Context: an optimization exercise on an open-source flow, tuned for small area, a short achievable clock period and few clock cycles. The choices shown serve that exercise and are no tape-out recipe. Where RTL was checked, it was by simulation tests only, not by an equivalence proof against the original. The clock port is modelled as an ideal driver, which makes a skipped or thinned clock tree look cheaper than it is; a real chip needs a root buffer or a tree. Power figures rest on the tool's default switching activity, not on a simulated workload.

==> module lidar_framer, before the edit <==
module lidar_framer (
    input  wire         clk,
    input  wire         rst,
    input  wire         cancel,
    input  wire         in_valid,
    input  wire [7:0]   in_data,
    output reg          in_ready,
    output reg          out_valid,
    input  wire         out_ready,
    output wire [339:0] out_rec,
    output reg          err_valid,
    output reg  [1:0]   err_code,
    output reg          drop_pulse
);
    reg  [7:0]   d_q;
    reg          v_q;
    reg          in_frame;      
    reg  [5:0]   idx;           
    reg          have_prev;     
    reg          prev_54;       
    reg  [7:0]   sum_lo;
    reg  [7:0]   sum_hi;
    reg          sum_c;
    reg          lo_ok;
    reg  [5:0]   drop_r;
    reg  [5:0]   drop_t;
    reg  [335:0] sr;
    wire active   = !rst && !cancel;
    wire blocked  = in_frame && out_valid;           
    wire consume  = v_q && !blocked;
    wire take     = active && in_valid && in_ready;
    wire is_data  = (idx != 6'd42) && (idx <= 6'd44);
    wire is_c0    = (idx == 6'd45);
    wire is_c1    = (idx == 6'd46);
    wire f_consume = consume && in_frame;
    wire s_consume = consume && !in_frame;
    wire hdr       = s_consume && have_prev && prev_54 && (d_q == 8'h2C);
    wire new_drop  = s_consume && have_prev && !hdr;
    wire drop_any  = (drop_r != 6'd0);
    wire fire_drop = consume && drop_any && (drop_t == 6'd1);
    wire [5:0] r_dec = drop_r - {5'd0, drop_any};
    wire done      = f_consume && is_c1;
    wire cks_ok    = lo_ok && (sum_hi == d_q);
    wire [8:0] lo_add = {1'b0, sum_lo} + {1'b0, d_q};
    wire v_n        = take || (active && v_q && blocked);
    wire in_frame_n = active && (hdr || (in_frame && !(done)));
    wire ov_n       = !rst && ((done && cks_ok && !cancel) || (out_valid && !out_ready));
    always @(posedge clk) begin
        if (!(v_q && blocked))
            d_q <= in_data;
        v_q      <= v_n;
        in_ready <= !(v_n && in_frame_n && ov_n);
    end
    always @(posedge clk) begin
        if (!active) begin
            in_frame  <= 1'b0;
            have_prev <= 1'b0;
            drop_r    <= 6'd0;
        end else begin
            if (hdr)
                in_frame <= 1'b1;
            else if (done)
                in_frame <= 1'b0;
            if (s_consume)
                have_prev <= !hdr;
            else if (done)
                have_prev <= 1'b0;
            if (consume)
                drop_r <= new_drop ? 6'd45 : r_dec;
        end
        if (s_consume)
            prev_54 <= (d_q == 8'h54);
        if (hdr)
            idx <= 6'd2;
        else if (f_consume)
            idx <= idx + 6'd1;
        if (consume) begin
            if (new_drop && r_dec == 6'd0)
                drop_t <= 6'd45;
            else if (drop_t != 6'd1)
                drop_t <= drop_t - 6'd1;
        end
    end
    always @(posedge clk) begin
        if (hdr) begin
            sum_lo <= 8'h80;             
            sum_hi <= 8'h00;
            sum_c  <= 1'b0;
        end else begin
            sum_hi <= sum_hi + {7'd0, sum_c};
            sum_c  <= 1'b0;
            if (f_consume && idx <= 6'd44) begin
                sum_lo <= lo_add[7:0];
                sum_c  <= lo_add[8];
            end
        end
        if (f_consume && is_c0)
            lo_ok <= (sum_lo == d_q);
    end
    always @(posedge clk) begin
        if (f_consume && is_data)
            sr <= {sr[327:0], d_q};
    end
    always @(posedge clk) begin
        if (rst) begin
            out_valid  <= 1'b0;
            err_valid  <= 1'b0;
            err_code   <= 2'b00;
            drop_pulse <= 1'b0;
        end else begin
            out_valid  <= ov_n;
            err_valid  <= !cancel && done && !cks_ok;
            err_code   <= (!cancel && done && !cks_ok) ? 2'b11 : 2'b00;
            drop_pulse <= !cancel && fire_drop;
        end
    end
    assign out_rec[15:0]  = {sr[8*(43-3) +: 8], sr[8*(43-2) +: 8]};
    assign out_rec[31:16] = {sr[8*(43-5) +: 8], sr[8*(43-4) +: 8]};
    assign out_rec[47:32] = {sr[7:0], sr[15:8]};
    assign out_rec[51:48] = 4'd12;
    genvar p;
    generate
        for (p = 0; p < 12; p = p + 1) begin : g_pt
            assign out_rec[52+24*p +: 16] = {sr[8*(43-(7+3*p)) +: 8], sr[8*(43-(6+3*p)) +: 8]};
            assign out_rec[68+24*p +: 8]  = sr[8*(43-(8+3*p)) +: 8];
        end
    endgenerate
endmodule
==> flow/config.mk <==
export PLATFORM = sky130hd
export DESIGN_NAME = lidar_framer
export DESIGN_NICKNAME = lidar_framer
export VERILOG_FILES = /design/flow/design.v
export SDC_FILE = /design/flow/constraint.sdc
export NUM_CORES = 4
export LEC_CHECK = 0
export ABC_CLOCK_PERIOD_IN_PS = 2500
export CAP_MARGIN = 20
export CORE_MARGIN = 2
export CORE_UTILIZATION = 55
export PLACE_DENSITY = 0.7
export SLEW_MARGIN = 20
==> flow/constraint.sdc <==
create_clock -name core_clock -period 10.0 [get_ports {clk}]
set_input_delay 2.0000 -clock core_clock [delete_from_list [all_inputs] [get_ports {clk}]]
set_output_delay 2.0000 -clock core_clock [all_outputs]
set_load 0.01 [all_outputs]
standard.sh (not shown) runs the stock make flow with config.mk's settings and CLKGATE_MAP_FILE= SYNTH_SCRIPT=/design/flow/synth_recipe.tcl, a recipe that flattens the netlist after the stock synthesis.
==> flow/flow/run.sh <==
#!/bin/bash
# Standard ORFS layout with the smallest buffer on every port.
set -euo pipefail
export BUFFER_PORTS_ARGS="-buffer_cell sky130_fd_sc_hd__buf_1"
bash standard.sh > standard.log 2>&1
==> next run, changes <==
==> flow/design.v (replaced) <==
module lidar_framer (
    input  wire         clk,
    input  wire         rst,
    input  wire         cancel,
    input  wire         in_valid,
    input  wire [7:0]   in_data,
    output reg          in_ready,
    output reg          out_valid,
    input  wire         out_ready,
    output wire [339:0] out_rec,
    output reg          err_valid,
    output wire [1:0]   err_code,
    output reg          drop_pulse
);
    reg  [7:0]   d_q;
    reg          v_q;
    reg          in_frame;      
    reg  [5:0]   idx;           
    reg          have_prev;     
    reg          prev_54;       
    reg  [5:0]   nk;            
    reg  [7:0]   sum_lo;
    reg  [5:0]   sum_hi;
    reg          sum_c;
    reg          lo_ok;
    reg  [335:0] sr;
    reg          sh_q;          
    wire active   = !rst && !cancel;
    wire blocked  = in_frame && out_valid;           
    wire consume  = v_q && !blocked;
    wire take     = active && in_valid && in_ready;
    wire is_data  = (idx != 6'd42) && (idx <= 6'd44);
    wire is_sum   = (idx <= 6'd44);
    wire is_c0    = (idx == 6'd45);
    wire is_c1    = (idx == 6'd46);
    wire f_consume = consume && in_frame;
    wire s_consume = consume && !in_frame;
    wire hdr       = s_consume && have_prev && prev_54 && (d_q == 8'h2C);
    wire new_drop  = s_consume && have_prev && !hdr;
    wire nk_is1    = (nk == 6'd1);
    wire fire_drop = in_frame ? (f_consume && !is_c1 && idx >= nk)
                              : (s_consume && nk_is1);
    wire done      = f_consume && is_c1;
    wire cks_ok    = lo_ok && (d_q[7:6] == 2'b00) && (sum_hi == d_q[5:0]);
    wire [8:0] lo_add = {1'b0, sum_lo} + {1'b0, d_q};
    wire v_n        = take || (active && v_q && blocked);
    wire in_frame_n = active && (hdr || (in_frame && !done));
    wire ov_n       = !rst && ((done && cks_ok && !cancel) || (out_valid && !out_ready));
    wire data_n     = hdr || (f_consume ? (idx != 6'd41 && idx <= 6'd43) : is_data);
    always @(posedge clk) begin
        if (!(v_q && blocked))
            d_q <= in_data;
        v_q      <= v_n;
        in_ready <= !(v_n && in_frame_n && ov_n);
        sh_q     <= v_n && in_frame_n && !ov_n && data_n;
    end
    always @(posedge clk) begin
        if (!active) begin
            in_frame  <= 1'b0;
            have_prev <= 1'b0;
            nk        <= 6'd46;
        end else begin
            if (hdr)
                in_frame <= 1'b1;
            else if (done)
                in_frame <= 1'b0;
            if (s_consume)
                have_prev <= !hdr;
            else if (done)
                have_prev <= 1'b0;
            if (done)
                nk <= 6'd46;
            else if (hdr)
                nk <= nk_is1 ? 6'd2 : nk;
            else if (new_drop && !nk_is1)
                nk <= nk - 6'd1;
        end
        if (s_consume)
            prev_54 <= (d_q == 8'h54);
        if (hdr)
            idx <= 6'd2;
        else if (f_consume)
            idx <= idx + 6'd1;
    end
    always @(posedge clk) begin
        if (hdr) begin
            sum_lo <= 8'h80;             
            sum_hi <= 6'd0;
            sum_c  <= 1'b0;
        end else begin
            sum_hi <= sum_hi + {5'd0, sum_c};
            sum_c  <= 1'b0;
            if (f_consume && is_sum) begin
                sum_lo <= lo_add[7:0];
                sum_c  <= lo_add[8];
            end
        end
        if (f_consume && is_c0)
            lo_ok <= (sum_lo == d_q);
    end
    always @(posedge clk) begin
        if (sh_q)
            sr <= {sr[327:0], d_q};
    end
    always @(posedge clk) begin
        if (rst) begin
            out_valid  <= 1'b0;
            err_valid  <= 1'b0;
            drop_pulse <= 1'b0;
        end else begin
            out_valid  <= ov_n;
            err_valid  <= !cancel && done && !cks_ok;
            drop_pulse <= !cancel && fire_drop;
        end
    end
    assign err_code = {err_valid, err_valid};
    assign out_rec[15:0]  = {sr[8*(43-3) +: 8], sr[8*(43-2) +: 8]};
    assign out_rec[31:16] = {sr[8*(43-5) +: 8], sr[8*(43-4) +: 8]};
    assign out_rec[47:32] = {sr[7:0], sr[15:8]};
    assign out_rec[51:48] = 4'd12;
    genvar p;
    generate
        for (p = 0; p < 12; p = p + 1) begin : g_pt
            assign out_rec[52+24*p +: 16] = {sr[8*(43-(7+3*p)) +: 8], sr[8*(43-(6+3*p)) +: 8]};
            assign out_rec[68+24*p +: 8]  = sr[8*(43-(8+3*p)) +: 8];
        end
    endgenerate
endmodule
Effect:
- The new run finished clean
- clock skew goes down by 0.0078 ns
- flip-flop and latch count goes down by 7
- global-route usage barely changes
- cell count goes down by 5.0%
- design area goes down by 2.5%
- setup slack improved by 0.64 ns
- via count goes down by 2.9%
- non-clock buffer count is unchanged
- register-to-register slack improved by 1.4 ns
No functional check of the RTL was part of any run of this note.

maple:
lidar_framer, a different RTL version from the one above (not shown whole).
For scale: ~380 flip-flops, about 0.012 sq mm of cells after synthesis.
==> module lidar_framer, before the edit <==
module lidar_framer (
    input  wire         clk,
    input  wire         rst,
    input  wire         cancel,
    input  wire         in_valid,
    input  wire [7:0]   in_data,
    output reg          in_ready,
    output reg          out_valid,
    input  wire         out_ready,
    output wire [339:0] out_rec,
    output reg          err_valid,
    output wire [1:0]   err_code,
    output reg          drop_pulse
);
    reg  [7:0]   d_q;
    reg          v_q;
    reg          in_frame;      
    reg  [5:0]   idx;           
    reg          have_prev;     
    reg          prev_54;       
    reg  [5:0]   nk;            
    reg  [7:0]   sum_lo;
    reg  [5:0]   sum_hi;
    reg          sum_c;
    reg          lo_ok;
    reg  [335:0] sr;
    reg          sh_q;          
    reg          clr_q;         
    wire active   = !rst && !cancel;
    wire consume  = v_q;
    wire take     = active && in_valid && in_ready;
    wire is_data  = (idx != 6'd42) && (idx <= 6'd44);
    wire is_sum   = (idx <= 6'd44);
    wire is_c0    = (idx == 6'd45);
    wire is_c1    = (idx == 6'd46);
    wire f_consume = consume && in_frame;
    wire s_consume = consume && !in_frame;
    wire hdr       = s_consume && have_prev && prev_54 && (d_q == 8'h2C);
    wire new_drop  = s_consume && have_prev && !hdr;
    wire nk_is1    = (nk == 6'd1);
    wire fire_drop = in_frame ? (f_consume && !is_c1 && idx >= nk)
                              : (s_consume && nk_is1);
    wire done      = f_consume && is_c1;
    wire cks_ok    = lo_ok && (d_q[7:6] == 2'b00) && (sum_hi == d_q[5:0]);
    wire [8:0] lo_add = {1'b0, sum_lo} + {1'b0, d_q};
    wire v_n        = take;
    wire in_frame_n = hdr || (in_frame && !done);
    wire ov_n       = !rst && ((done && cks_ok && !cancel) || (out_valid && !out_ready));
    wire may_frame  = hdr || (in_frame && !done) ||
                      (s_consume ? (!hdr && d_q == 8'h54) : (have_prev && !done && prev_54));
    wire data_n     = hdr || (f_consume ? (idx != 6'd41 && idx <= 6'd43) : is_data);
    always @(posedge clk) begin
        d_q      <= in_data;
        v_q      <= v_n;
        in_ready <= !(may_frame && ((done && cks_ok) || (out_valid && !out_ready)));
        clr_q    <= !active;
        sh_q     <= v_n && !clr_q && in_frame_n && data_n;
    end
    always @(posedge clk) begin
        if (clr_q) begin
            in_frame  <= 1'b0;
            have_prev <= 1'b0;
            nk        <= 6'd46;
        end else begin
            if (hdr)
                in_frame <= 1'b1;
            else if (done)
                in_frame <= 1'b0;
            if (s_consume)
                have_prev <= !hdr;
            else if (done)
                have_prev <= 1'b0;
            if (done)
                nk <= 6'd46;
            else if (hdr)
                nk <= nk_is1 ? 6'd2 : nk;
            else if (new_drop && !nk_is1)
                nk <= nk - 6'd1;
        end
        if (s_consume)
            prev_54 <= (d_q == 8'h54);
        if (hdr)
            idx <= 6'd2;
        else if (f_consume)
            idx <= idx + 6'd1;
    end
    always @(posedge clk) begin
        if (hdr) begin
            sum_lo <= 8'h80;             
            sum_hi <= 6'd0;
            sum_c  <= 1'b0;
        end else begin
            sum_hi <= sum_hi + {5'd0, sum_c};
            sum_c  <= 1'b0;
            if (f_consume && is_sum) begin
                sum_lo <= lo_add[7:0];
                sum_c  <= lo_add[8];
            end
        end
        if (f_consume && is_c0)
            lo_ok <= (sum_lo == d_q);
    end
    always @(posedge clk) begin
        if (sh_q)
            sr <= {sr[327:0], d_q};
    end
    always @(posedge clk) begin
        if (rst) begin
            out_valid  <= 1'b0;
            err_valid  <= 1'b0;
            drop_pulse <= 1'b0;
        end else begin
            out_valid  <= ov_n;
            err_valid  <= !cancel && done && !cks_ok;
            drop_pulse <= !cancel && fire_drop;
        end
    end
    assign err_code = {err_valid, err_valid};
    assign out_rec[15:0]  = {sr[8*(43-3) +: 8], sr[8*(43-2) +: 8]};
    assign out_rec[31:16] = {sr[8*(43-5) +: 8], sr[8*(43-4) +: 8]};
    assign out_rec[47:32] = {sr[7:0], sr[15:8]};
    assign out_rec[51:48] = 4'd12;
    genvar p;
    generate
        for (p = 0; p < 12; p = p + 1) begin : g_pt
            assign out_rec[52+24*p +: 16] = {sr[8*(43-(7+3*p)) +: 8], sr[8*(43-(6+3*p)) +: 8]};
            assign out_rec[68+24*p +: 8]  = sr[8*(43-(8+3*p)) +: 8];
        end
    endgenerate
endmodule
==> flow/config.mk <==
export PLATFORM = sky130hd
export DESIGN_NAME = lidar_framer
export DESIGN_NICKNAME = lidar_framer
export VERILOG_FILES = /design/flow/design.v
export SDC_FILE = /design/flow/constraint.sdc
export NUM_CORES = 4
export LEC_CHECK = 0
export ABC_CLOCK_PERIOD_IN_PS = 4000
export CAP_MARGIN = 20
export CORE_MARGIN = 2
export CORE_UTILIZATION = 55
export PLACE_DENSITY = 0.7
export SLEW_MARGIN = 20
==> flow/constraint.sdc <==
create_clock -name core_clock -period 10.0 [get_ports {clk}]
set_input_delay 2.0000 -clock core_clock [delete_from_list [all_inputs] [get_ports {clk}]]
set_output_delay 2.0000 -clock core_clock [all_outputs]
set_load 0.01 [all_outputs]
==> flow/flow/run.sh <==
#!/bin/bash
# Standard ORFS layout with the smallest buffer on every port, clock tree
# clusters from CTS (clkbuf_16 only, larger clusters, no dummy loads), and the
# tree above the clusters rebuilt by flow/clock_tree.tcl: the clock port
# drives four group inverters, each driving the leaf inverters of a quadrant.
set -euo pipefail
export BUFFER_PORTS_ARGS="-buffer_cell sky130_fd_sc_hd__buf_1"
export CTS_ARGS="-sink_clustering_enable -repair_clock_nets -dont_use_dummy_load -sink_clustering_size 25 -sink_clustering_max_diameter 100 -buf_list sky130_fd_sc_hd__clkbuf_16"
export POST_CTS_TCL="$(pwd)/flow/clock_tree.tcl"
bash standard.sh > standard.log 2>&1
Other scripts of this flow, unchanged in this note and not shown: flow/flow/clock_tree.tcl
Testbench counts of maple, summed over its fixed seeds: cycles 15,519.
[inputs] pine vs maple
--- a/flow/design.v
+++ b/flow/design.v
@@ -23,11 +23,10 @@
     reg  [5:0]   sum_hi;
     reg          sum_c;
     reg          lo_ok;
     reg  [335:0] sr;
     reg          sh_q;          
-    reg          clr_q;         
     wire active   = !rst && !cancel;
     wire consume  = v_q;
     wire take     = active && in_valid && in_ready;
     wire is_data  = (idx != 6'd42) && (idx <= 6'd44);
     wire is_sum   = (idx <= 6'd44);
@@ -42,24 +41,23 @@
                               : (s_consume && nk_is1);
     wire done      = f_consume && is_c1;
     wire cks_ok    = lo_ok && (d_q[7:6] == 2'b00) && (sum_hi == d_q[5:0]);
     wire [8:0] lo_add = {1'b0, sum_lo} + {1'b0, d_q};
     wire v_n        = take;
-    wire in_frame_n = hdr || (in_frame && !done);
+    wire in_frame_n = active && (hdr || (in_frame && !done));
     wire ov_n       = !rst && ((done && cks_ok && !cancel) || (out_valid && !out_ready));
     wire may_frame  = hdr || (in_frame && !done) ||
                       (s_consume ? (!hdr && d_q == 8'h54) : (have_prev && !done && prev_54));
     wire data_n     = hdr || (f_consume ? (idx != 6'd41 && idx <= 6'd43) : is_data);
     always @(posedge clk) begin
         d_q      <= in_data;
         v_q      <= v_n;
-        in_ready <= !(may_frame && ((done && cks_ok) || (out_valid && !out_ready)));
-        clr_q    <= !active;
-        sh_q     <= v_n && !clr_q && in_frame_n && data_n;
+        in_ready <= rst || !(may_frame && ((done && cks_ok) || (out_valid && !out_ready)));
+        sh_q     <= v_n && in_frame_n && data_n;
     end
     always @(posedge clk) begin
-        if (clr_q) begin
+        if (!active) begin
             in_frame  <= 1'b0;
             have_prev <= 1'b0;
             nk        <= 6'd46;
         end else begin
             if (hdr)
Results
Diff pine and maple: count of cell instances traversed by the critical path higher in pine
Between pine and maple, the difference in fraction of the mapped netlist area in adder cells is negligible.
Compared with maple, in pine power dissipated by switching net loads has increased; growth of design area from synthesis to finish has remained practically unchanged.
Sort pine and maple by number of multi-input combinational cells asc -> top: maple
pine vs. maple: setup slack after layout went up by 340 ps.
Changes observed in pine relative to maple: via count of the routed design shows an increase of about 0.8%, final period demand of the worst path shows a reduction of 340 ps.
Taking maple as the reference point, the number of global-route vias before repair of pine rises by 24.
Compared with maple, in pine delay of the slowest cell on the worst path shows a reduction of 630 ps; post-layout instance area shows no meaningful change.
Only the layout flow was run in pine; the RTL was not checked for function there. No run of this note takes its clock network from TritonCTS; it comes from the design's own scripts or RTL.

[afterwards: timing with drivers on the ports]
In the flow no input, the clock included, has a driving cell. The finished layouts below were timed again as built, in two steps. Step 1 sets driving cells, clkbuf_16 on the clock port and buf_2 on the other inputs (assumed; they add their load-dependent delay and slew). Step 2 moves the port delays by t, midway between the first and last clock arrival at a register: inputs arrive t later, outputs are due t later. That takes back most of the time a late clock gives input paths. a / b / c = ideal ports / drivers / drivers and shift; a / b = the first two.
run	t (ns)	setup WS [ns]	worst data-port slew with drivers (ns)
the first run of note 1	0.552	6.242 / 6.242 / 6.242	0.04
the second run of note 1	0.548	6.886 / 6.843 / 6.974	0.03
maple	0.311	6.634 / 6.634 / 6.634	0.03
pine	0.310	6.971 / 7.067 / 6.818	0.03
After both steps every run listed still meets setup and hold. The setup slack of pine, which loses most, moves by +0.096 ns with the drivers and by -0.153 ns with both steps.
